Source: an optimization exercise on an open RTL-to-GDS flow (aim: a short achievable clock period and few clock cycles). Production flows keep margins and buffers that such runs may drop.
In this exercise RTL edits were held to simulation tests only and were not proved equivalent to the original.

==> run a <==
// vm16_core
module vm16_core (
    input  wire        clk,
    input  wire        rst,         
    output reg         mem_req,
    output reg         mem_we,
    output reg  [15:0] mem_addr,
    output reg  [15:0] mem_wdata,
    input  wire [15:0] mem_rdata,
    input  wire        mem_ready,
    input  wire        in_valid,
    input  wire [7:0]  in_data,
    output reg         in_ready,
    output reg         out_valid,
    output reg  [7:0]  out_data,
    input  wire        out_ready,
    output reg         halted
);
    localparam [15:0] RESET_PC = 16'h3000;
    localparam CB = 5;               
    localparam NE = 1 << CB;         
    localparam TW = 16 - CB;         
    localparam DW = 14;              
    localparam P_BR = 0, P_ADD = 1, P_LD = 2, P_ST = 3, P_JSR = 4, P_JSRR = 5,
               P_AND = 6, P_LDR = 7, P_STR = 8, P_NOT = 9, P_LDI = 10,
               P_STI = 11, P_JMP = 12, P_LEA = 13;
    localparam M_EX   = 0,    
               M_IND  = 1,    
               M_GETC = 2,    
               M_OUT  = 3,    
               M_SRD  = 4,    
               M_SLO  = 5,    
               M_SHI  = 6,    
               M_INP  = 7,    
               M_INW  = 8,    
               M_INE  = 9,    
               M_HMSG = 10,   
               M_HLT  = 11;   
    localparam NM = 12;
  ...
clock: 8.0 ns
lec_check: 0
abc_clock_period_in_ps: 2500
cap_margin: 20
core_margin: 2
core_utilization: 25
place_density: 0.5
setup_slack_margin: 5
slew_margin: 20
run.sh (not shown) runs the stock make flow with config.mk's settings and CLKGATE_MAP_FILE= SYNTH_SCRIPT=/design/flow/synth_recipe.tcl, a recipe that flattens the netlist after the stock synthesis.
==> run b: changes against run a <==
--- a/flow/design.v
+++ b/flow/design.v
@@ -54,17 +54,21 @@
             predecode[P_NOT]  = w[15:12] == 4'h9;
             predecode[P_LDI]  = w[15:12] == 4'hA;
             predecode[P_STI]  = w[15:12] == 4'hB;
             predecode[P_JMP]  = w[15:12] == 4'hC;
             predecode[P_LEA]  = w[15:12] == 4'hE;
         end
     endfunction
-    function [15:0] reltgt(input [15:0] a1, input [15:0] w);
-        if (w[15:12] == 4'h4) reltgt = a1 + {{5{w[10]}}, w[10:0]};
-        else                  reltgt = a1 + {{7{w[8]}}, w[8:0]};
+    function [15:0] reltgt(input [15:0] a, input [15:0] w);
+        reg [16:0] s;
+        begin
+            if (w[15:12] == 4'h4) s = {a, 1'b1} + {{5{w[10]}}, w[10:0], 1'b1};
+            else                  s = {a, 1'b1} + {{7{w[8]}},  w[8:0],  1'b1};
+            reltgt = s[16:1];
+        end
     endfunction
     function [7:0] oh3(input [2:0] v);
         oh3 = 8'd1 << v;
     endfunction
     function [15:0] rsel(input [7:0] oh, input [127:0] r);
         integer q;
         begin
@@ -109,14 +113,15 @@
     reg          k_jf;         
     wire [2:0]  dr   = ir[11:9];
     wire [2:0]  sr1  = ir[8:6];
     wire [2:0]  sr2  = ir[2:0];
     wire [15:0] imm5 = {{11{ir[4]}}, ir[4:0]};
     wire [15:0] off6 = {{10{ir[5]}}, ir[5:0]};
     wire [15:0] rd    = mem_rdata;
+    wire [15:0] maddr_c = mem_addr;
     wire [15:0] mar1  = mem_addr + 16'd1;
     wire done     = mem_req & mem_ready;
     wire portfree = ~mem_req | mem_ready;           
     wire ld_fly   = mem_req & k_load;               
     wire [127:0] rfv = {regs[7], regs[6], regs[5], regs[4], regs[3], regs[2], regs[1], regs[0]};
     wire [15:0] sr1_val = rsel(s1_oh, rfv);
     wire [15:0] sr2_val = rsel(s2_oh, rfv);
@@ -170,24 +175,29 @@
     wire hit_t = (|mt) & ~(mem_we & (tgt == mem_addr));
     wire hit_f = (|mf) & ~(mem_we & (fa == mem_addr));
     wire pf_t  = k_fetch & (mem_addr == tgt);
     wire pf_f  = k_fetch & (mem_addr == fa);
     reg          jhit;
     reg [15:0]   j_ir, j_tgt;
     integer k;
+    reg [7:0] jmr;
+    integer r;
     always @(*) begin
         jhit  = 1'b0;
         j_ir  = 16'h0000;
         j_tgt = 16'h0000;
-        for (k = 0; k < NJ; k = k + 1)
-            if (jv[k] && jpc[k] == sr1_val) begin
+        for (k = 0; k < NJ; k = k + 1) begin
+            for (r = 0; r < 8; r = r + 1)
+                jmr[r] = (jpc[k] == regs[r]);
+            if (jv[k] && (jmr & s1_oh) != 8'h00) begin
                 jhit  = 1'b1;
                 j_ir  = j_ir  | jir[k];
                 j_tgt = j_tgt | jtgt[k];
             end
+        end
         if (mem_we)
             jhit = 1'b0;
     end
     wire        need_f = mode[M_EX] & (~iv | adv);
     wire [15:0] fpc    = take_rel ? tgt : (take_jmp ? sr1_val : fa);
     wire [15:0] fpc1   = take_rel ? tgt + 16'd1 : (take_jmp ? sr1_val + 16'd1 : fa + 16'd1);
     wire        hit    = take_rel ? hit_t : (take_jmp ? jhit : hit_f);
@@ -246,15 +256,15 @@
                 regs[ldr] <= rd;
                 cond      <= flags_of(rd);
             end
             if (done & k_jf) begin
                 jv[jrr]   <= 1'b1;
                 jpc[jrr]  <= mem_addr;
                 jir[jrr]  <= rd;
-                jtgt[jrr] <= reltgt(mar1, rd);
+                jtgt[jrr] <= reltgt(maddr_c, rd);
                 jrr       <= jrr + 2'd1;
             end
             if (need_f) begin
                 if (hit) begin
                     iv   <= 1'b1;
                     ir   <= c_ir;
                     s1_oh <= oh3(c_ir[8:6]);
@@ -268,15 +278,15 @@
                 end else if (pf & mem_ready) begin
                     iv    <= 1'b1;
                     ir    <= rd;
                     s1_oh <= oh3(rd[8:6]);
                     s2_oh <= oh3(rd[2:0]);
                     sd_oh <= oh3(rd[11:9]);
                     dec   <= predecode(rd);
-                    tgt   <= reltgt(mar1, rd);
+                    tgt   <= reltgt(maddr_c, rd);
                     ipc   <= mem_addr;
                     ipc1  <= mar1;
                     fa    <= mar1;
                     fillp <= 1'b1;
                     if (~x_mem & ~x_srd) begin
                         mem_req  <= 1'b1;
                         mem_we   <= 1'b0;
ABC_CLOCK_PERIOD_IN_PS = 1500   (was 2500)
CAP_MARGIN = 40   (was 20)
CELL_PAD_IN_SITES_DETAIL_PLACEMENT = 1   (was unset)
CELL_PAD_IN_SITES_GLOBAL_PLACEMENT = 2   (was unset)
SLEW_MARGIN = 40   (was 20)
==> results.toml <==
[logic_synthesis]
synth_adder_area_share_pct = 1.034
synth-xor-area-share_pct = 8.475

[final_layout]
multi_input_area_sq_um = 48810
drive_above_1_share_pct = 40.75
diodes = 6
buffers = 1317

[power_and_ir_drop]
combinationalPowerShare_pct = 7.9

[outcome]
status = "no timing/DRC/antenna violations"

[clock_tree]
clk_latency_ns = 0.94

[timing]
finalCritPeriodShare_pct = 54.50
-- figures above: run a

==> results.toml <==
[critical_path]
path_max_fanout = 7
r2r-start = "regs[7][15]"

[outcome]
status = "no timing/DRC/antenna violations"

[final_layout]
drive_above_1_share_pct = 39.14
post_layout_nonfiller_instances = 14940
diodes = 9
multi_input_area_sq_um = 52860

[worst_hold_path]
hold_depth = 2

[logic_synthesis]
synth-xor-area-share_pct = 11.65
synth_adder_area_share_pct = 1.048

[power_and_ir_drop]
combinationalPowerShare_pct = 47.7

[timing]
finalCritPeriodShare_pct = 54.11
-- figures above: run b

Testbench counts of run a, summed over its fixed seeds: cycles 136,270.
Testbench counts of run b, summed over its fixed seeds: cycles 136,270.

afterwards: timing with drivers on the ports:
How much do the figures lean on ideal ports? The routed layouts below were timed once more, with nothing changed but the port constraints.
Step 1, drivers: a clkbuf_16 drives clk and a buf_2 each remaining input, both assumed.
Step 2 moves the port delays by t, midway between the first and last clock arrival at a register: inputs arrive t later, outputs are due t later. That takes back most of the time a late clock gives input paths.
Slacks: ideal / step 1 / step 2; pairs: ideal / step 1.
run | t, ns | setup slack, ns | clock arrival spread, ns | slew at the worst register clock pin (ns) | worst slew at a driven data input, ns
run a | 1.005 | 3.640 / 3.640 / 2.913 | 0.151 / 0.151 | 0.07 / 0.07 | 0.07
run b | 1.059 | 3.671 / 3.671 / 3.088 | 0.116 / 0.116 | 0.07 / 0.07 | 0.23
After both steps every run listed still meets setup and hold. The setup slack of run a, which loses most, moves by 0.000 ns with the drivers and by -0.727 ns with both steps.
